Context: an optimization exercise on an open-source flow, tuned for small area, a short achievable clock period and few clock cycles. The choices shown serve that exercise and are no tape-out recipe. Where RTL was checked, it was by simulation tests only, not by an equivalence proof against the original. Power and IR drop assume default switching activity.

==> flow/design.v (excerpt) <==
module dict_expand (
    input  wire       clk,
    input  wire       rst,         
    input  wire       start,       
    output wire [1:0] status,      
    output wire [2:0] err,         
    input  wire       in_valid,
    input  wire       in_end,      
    input  wire [7:0] in_data,
    output wire       in_ready,
    output wire       out_valid,
    output wire [7:0] out_data,
    input  wire       out_ready
);
    localparam [1:0] ST_IDLE = 2'd0, ST_BUSY = 2'd1, ST_DONE = 2'd2, ST_ERROR = 2'd3;
    localparam [2:0] E_NONE = 3'd0, E_MALFORMED = 3'd2, E_INVARIANT = 3'd3,
                     E_CAPACITY = 3'd4;
    function [10:0] phase_tab;
        input [6:0] sel;           
        begin
            case (sel)
            7'd16: phase_tab = {3'd0, 8'b11111111};
            7'd24: phase_tab = {3'd0, 8'b11111000};
            7'd25: phase_tab = {3'd0, 8'b11111000};
            7'd26: phase_tab = {3'd0, 8'b11111000};
            7'd27: phase_tab = {3'd0, 8'b11111000};
            7'd28: phase_tab = {3'd0, 8'b11111000};
            7'd29: phase_tab = {3'd0, 8'b11111000};
            7'd30: phase_tab = {3'd0, 8'b11111000};
            7'd31: phase_tab = {3'd0, 8'b11111000};
            7'd32: phase_tab = {3'd0, 8'b10101010};
            7'd33: phase_tab = {3'd1, 8'b01010101};
            7'd40: phase_tab = {3'd1, 8'b01010000};
  ...
For scale: ~29 I/O pins.
Settings: LEC_CHECK=0, CAP_MARGIN=20, CORE_MARGIN=2, CORE_UTILIZATION=40, CTS_CLUSTER_DIAMETER=100, CTS_CLUSTER_SIZE=30, PLACE_DENSITY=0.6, SLEW_MARGIN=20; clock period 12.5 ns.
standard.sh (not shown) runs the stock make flow with config.mk's settings and CLKGATE_MAP_FILE= SYNTH_SCRIPT=/design/flow/synth_recipe.tcl, a recipe that flattens the netlist after the stock synthesis.
==> flow/flow/run.sh <==
#!/bin/bash
# Standard layout, with repair_timing asked to overfix setup (the SDC and
# clock period are the design's; only the repair target is tighter), and
# the port buffers made of buf_4 cells.
set -euo pipefail
export SETUP_SLACK_MARGIN=9.0
export BUFFER_PORTS_ARGS="-buffer_cell sky130_fd_sc_hd__buf_4"
bash standard.sh > standard_flow.log 2>&1
Rerun with:
--- a/flow/design.v
+++ b/flow/design.v
@@ -155,13 +155,13 @@
     reg  [2:0] q_jn;               
     reg  [1:0] q_err;              
     reg        q_pz;               
     reg        bad_acc;            
     reg  [1:0] errl;               
     reg        pzl;                
-    reg  [9:0] rb;                 
+    reg  [8:0] rb;                 
     wire       r_code  = (U != 8'd0) && ({1'b0, nb} > U) && (nb[6:1] != 6'd0);
     wire       r_first = r_code & ~q_code;
     wire [10:0] ptab   = phase_tab({code_width(U), r_first, q_jn});
     wire [7:0] r_ends  = ptab[7:0] & {8{r_code}};
     wire       r_pz    = r_first && (pad == 3'd5);
     reg  [1:0] r_err;
@@ -188,22 +188,20 @@
     wire [1:0] errl_c  = q_k1 ? ((U != 8'd0) ? 2'd2 : (pad == 3'd5) ? 2'd0 : 2'd3) :
                          (q_err != 2'd0) ? q_err :
                          (bad_acc | bad_valid) ? 2'd3 : 2'd0;
     wire [1:0] err_use = lagv ? errl_c : errl;
     wire       pz_use  = lagv ? pz : pzl;
     reg        einit;
-    reg  [5:0] p;                  
     reg  [6:0] cur;                
     reg  [7:0] sl0, sl1, sl2, sl3;
     reg  [3:0] rv;                 
     reg  [3:0] s;                  
     reg        s2v;
     reg  [5:0] c2r;                
     reg        hv;
-    reg  [7:0] head;               
-    reg  [7:0] hcopy;              
+    reg  [7:0] head;
     reg        ov;
     reg  [7:0] w0, w1;
     always @(*) begin
         case (cur[1:0])
             2'd0:    begin w0 = sl0; w1 = sl1; end
             2'd1:    begin w0 = sl1; w1 = sl2; end
@@ -222,18 +220,19 @@
     wire        adv2_b = s2v & ov;
     wire        take  = ov & out_ready;
     wire        adv1  = adv1_a | (adv1_b & out_ready);
     wire        adv2  = adv2_a | (adv2_b & out_ready);
     wire        hv_n  = adv2 | (hv & ~take);
     wire        cons  = adv1 & xw;                        
+    wire [5:0]  p     = ph - cur[5:0];                    
     wire        z     = rv[0] & (p[1:0] == 2'd0);
     wire [3:0]  tsel  = z ? p[5:2] - 4'd1 : p[5:2];
     wire [2:0]  jt    = z ? 3'd4 : {1'b0, p[1:0]};       
     wire [7:0]  F     = dview[32*tsel +: 8];
-    wire [7:0]  dlt   = {1'b0, nb} - {1'b0, cur};            
-    wire        dpos  = ~dlt[7];
+    wire [6:0]  dlt   = nb - cur;                         
+    wire        dpos  = 1'b1;
     wire        dhi   = |dlt[6:3];
     wire [5:0]  dgt;                                      
     assign dgt[0] = dpos & (dhi | (dlt[2:0] > 3'd0));
     assign dgt[1] = dpos & (dhi | (dlt[2:0] > 3'd1));
     assign dgt[2] = dpos & (dhi | (dlt[2:0] > 3'd2));
     assign dgt[3] = dpos & (dhi | (dlt[2:0] > 3'd3));
@@ -254,13 +253,12 @@
     wire        load  = ld_a | (ld_b & cons);
     wire [3:0]  lsel  = 4'd1 << ph[1:0];
     wire [3:0]  rv_k  = rv | ({3'd0, ld_a} << jt[1:0]);
     wire [4:0]  rv_s  = {1'b0, rv} | ({4'd0, ld_b} << jt);
     wire [3:0]  rv_n  = cons ? rv_s[4:1] : rv_k;
     wire        init_e = lagv & q_first;
-    wire [5:0]  p_i   = p + 6'd1;
     wire [6:0]  cur_i = cur + 7'd1;
     wire [3:0]  s_n   = xw ? s - {1'b0, cw} + 4'd8 : s - {1'b0, cw};
     wire [5:0]  dp    = ph - 6'd1 - c2r;                  
     always @(posedge clk) begin
         if (load & lsel[0]) sl0 <= F;
         if (load & lsel[1]) sl1 <= F;
@@ -269,32 +267,29 @@
         if (start_go) begin
             rv    <= 4'd0;
             einit <= 1'b0;
         end else if (init_e) begin
             rv    <= 4'd0;
             einit <= 1'b1;
-            p     <= 6'd1;
             cur   <= nb - 7'd1;
             s     <= 4'd0 - {1'b0, cw};
         end else begin
             rv  <= rv_n;
-            p   <= cons ? p : p_i;
             cur <= cons ? cur_i : cur;
             if (adv1) s <= s_n;
         end
         if (adv1) c2r <= code;
         if (start_go)  s2v <= 1'b0;
         else if (adv1) s2v <= 1'b1;
         else if (adv2) s2v <= 1'b0;
-        if (adv2) hcopy <= dview[8*dp +: 8];
-        head <= (adv2 | ~hv) ? dview[8*dp +: 8] : hcopy;
+        if (adv2) head <= dview[8*dp +: 8];
         hv <= start_go ? 1'b0 : hv_n;
     end
-    wire [9:0] rb_ld = {nb - U[6:0], 3'b000} - {6'd0, pad} - 10'd11;
-    wire [9:0] rb_m  = rb - {7'd0, cw};
-    wire       last  = (rb == {7'd0, cw});
+    wire [8:0] rb_ld = {nb[5:0] - U[5:0], 3'b000} - {6'd0, pad} - 9'd11;
+    wire [8:0] rb_m  = rb - {6'd0, cw};
+    wire       last  = (rb == {6'd0, cw});
     wire       ok_e  = (err_use == 2'd0) & ~pz_use;
     always @(posedge clk) begin
         ph   <= start_go ? 6'd63 : ph + 6'd1;
         lagv <= wr & ~start_go;
         cw    <= code_width(U);
         if (wr && nb == 7'd0) hdr0 <= in_data;
After rerunning:
- The new run finished with timing, DRC and antenna clean
- total power increases by 1.7%
- sequential share of layout area decreases by 0.37 points
- maximum frequency decreases by 4.6%
- count of clock-buffer cells in the layout increases by 4
- die area decreases by 2.9%
- cell count decreases by 1.7%
- final area decreases by 2.0%
- global-route usage increases by 0.41 points
- setup slack gets worse by 0.18 ns
- clock power barely changes
- register-to-register slack gets better by 0.06 ns
- critical path depth does not change
- core utilization increases by 0.71 points
- first-iteration DRC count increases by 6.9%
Testbench counts after the change, summed over its fixed seeds: cycles 30,599.
No functional check of the RTL was part of the first run of this note.

Setup of willow:
dict_expand, a different RTL version from the one above (not shown whole).
For scale: ~650 flip-flops, roughly 29 I/O pins, roughly 26,000 µm² of cells after synthesis.
Design dict_expand, start of the top module:
module dict_expand (
    input  wire       clk,
    input  wire       rst,         
    input  wire       start,       
    output wire [1:0] status,      
    output wire [2:0] err,         
    input  wire       in_valid,
    input  wire       in_end,      
    input  wire [7:0] in_data,
    output wire       in_ready,
    output wire       out_valid,
    output wire [7:0] out_data,
    input  wire       out_ready
);
Settings: LEC_CHECK=0, CAP_MARGIN=20, CORE_MARGIN=2, CORE_UTILIZATION=40, CTS_CLUSTER_DIAMETER=100, CTS_CLUSTER_SIZE=30, PLACE_DENSITY=0.6, SLEW_MARGIN=20; clock period 12.5 ns.
Scripts as last shown in full above: flow/flow/run.sh
The inputs of yarrow differ from those of willow as listed below.
--- a/flow/design.v
+++ b/flow/design.v
@@ -189,23 +189,23 @@
                          (q_err != 2'd0) ? q_err :
                          (bad_acc | bad_valid) ? 2'd3 : 2'd0;
     wire [1:0] err_use = lagv ? errl_c : errl;
     wire       pz_use  = lagv ? pz : pzl;
     reg        einit;
     reg  [5:0] p;                  
     reg  [6:0] cur;                
     reg  [7:0] sl0, sl1, sl2, sl3;
     reg  [3:0] rv;                 
     reg  [3:0] s;                  
     reg        s2v;
-    reg  [5:0] dp;                 
+    reg  [5:0] c2r;                
     reg        hv;
     reg  [7:0] head;
     reg        ov;
     reg  [7:0] w0, w1;
     always @(*) begin
         case (cur[1:0])
             2'd0:    begin w0 = sl0; w1 = sl1; end
             2'd1:    begin w0 = sl1; w1 = sl2; end
             2'd2:    begin w0 = sl2; w1 = sl3; end
             default: begin w0 = sl3; w1 = sl0; end
         endcase
@@ -251,45 +251,44 @@
     wire        ld_a  = einit & tav & ~jt[2];             
     wire        ld_b  = einit & tav;                      
     wire        load  = ld_a | (ld_b & cons);
     wire [3:0]  lsel  = 4'd1 << ph[1:0];
     wire [3:0]  rv_k  = rv | ({3'd0, ld_a} << jt[1:0]);
     wire [4:0]  rv_s  = {1'b0, rv} | ({4'd0, ld_b} << jt);
     wire [3:0]  rv_n  = cons ? rv_s[4:1] : rv_k;
     wire        init_e = lagv & q_first;
     wire [5:0]  p_i   = p + 6'd1;
     wire [6:0]  cur_i = cur + 7'd1;
     wire [3:0]  s_n   = xw ? s - {1'b0, cw} + 4'd8 : s - {1'b0, cw};
-    wire [5:0]  dp_n  = ph - code;
-    wire [5:0]  dp_i  = dp + 6'd1;
+    wire [5:0]  dp    = ph - 6'd1 - c2r;                  
     always @(posedge clk) begin
         if (load & lsel[0]) sl0 <= F;
         if (load & lsel[1]) sl1 <= F;
         if (load & lsel[2]) sl2 <= F;
         if (load & lsel[3]) sl3 <= F;
         if (start_go) begin
             rv    <= 4'd0;
             einit <= 1'b0;
         end else if (init_e) begin
             rv    <= 4'd0;
             einit <= 1'b1;
             p     <= 6'd1;
             cur   <= nb - 7'd1;
             s     <= 4'd0 - {1'b0, cw};
         end else begin
             rv  <= rv_n;
             p   <= cons ? p : p_i;
             cur <= cons ? cur_i : cur;
             if (adv1) s <= s_n;
         end
-        dp <= adv1 ? dp_n : dp_i;
+        if (adv1) c2r <= code;
         if (start_go)  s2v <= 1'b0;
         else if (adv1) s2v <= 1'b1;
         else if (adv2) s2v <= 1'b0;
         if (adv2) head <= dview[8*dp +: 8];
         hv <= start_go ? 1'b0 : hv_n;
     end
     wire [9:0] rb_ld = {nb - U[6:0], 3'b000} - {6'd0, pad} - 10'd11;
     wire [9:0] rb_m  = rb - {7'd0, cw};
     wire       last  = (rb == {7'd0, cw});
     wire       ok_e  = (err_use == 2'd0) & ~pz_use;
     always @(posedge clk) begin
==> comparison <==
Delta (yarrow minus willow): cell area after placement moved down; worst slack after detailed placement moved down; share of the cycle needed by the critical path after routing level; width of the die level; first-iteration DRC count moved down.
Testbench counts of yarrow, summed over its fixed seeds: cycles 30,599.
No functional check of the RTL was part of willow.

-- static timing again, ports no longer ideal --
How much do the figures lean on ideal ports? The routed layouts below were timed once more, with nothing changed but the port constraints.
Step 1: set_driving_cell puts a clkbuf_16 on clk and a buf_2 on each other input, an assumption about the parent block.
Step 2, shift: input delay + t, output delay - t, t = (earliest + latest rising clock arrival at the registers) / 2. This alone moves slack from input paths to output paths.
a / b / c = ideal / step 1 / step 2; a / b = the first two.
| run | shift t [ns] | setup WS [ns] | hold slack, ns | worst slew at a driven data input, ns | cell pins on the clock port's net |
|---|---|---|---|---|---|
| the first run of note 1 | 0.669 | 8.875 / 8.807 / 8.413 | 0.338 / 0.338 / 0.338 | 0.03 | 1 |
| the second run of note 1 | 0.678 | 8.699 / 8.639 / 8.519 | 0.344 / 0.344 / 0.344 | 0.04 | 1 |
| willow | 0.678 | 8.737 / 8.678 / 8.476 | 0.327 / 0.327 / 0.327 | 0.04 | 1 |
| yarrow | 0.665 | 8.739 / 8.683 / 8.406 | 0.335 / 0.335 / 0.335 | 0.04 | 1 |
After both steps every run listed still meets setup and hold. The setup slack of the first run of note 1, which loses most, moves by -0.068 ns with the drivers and by -0.462 ns with both steps.
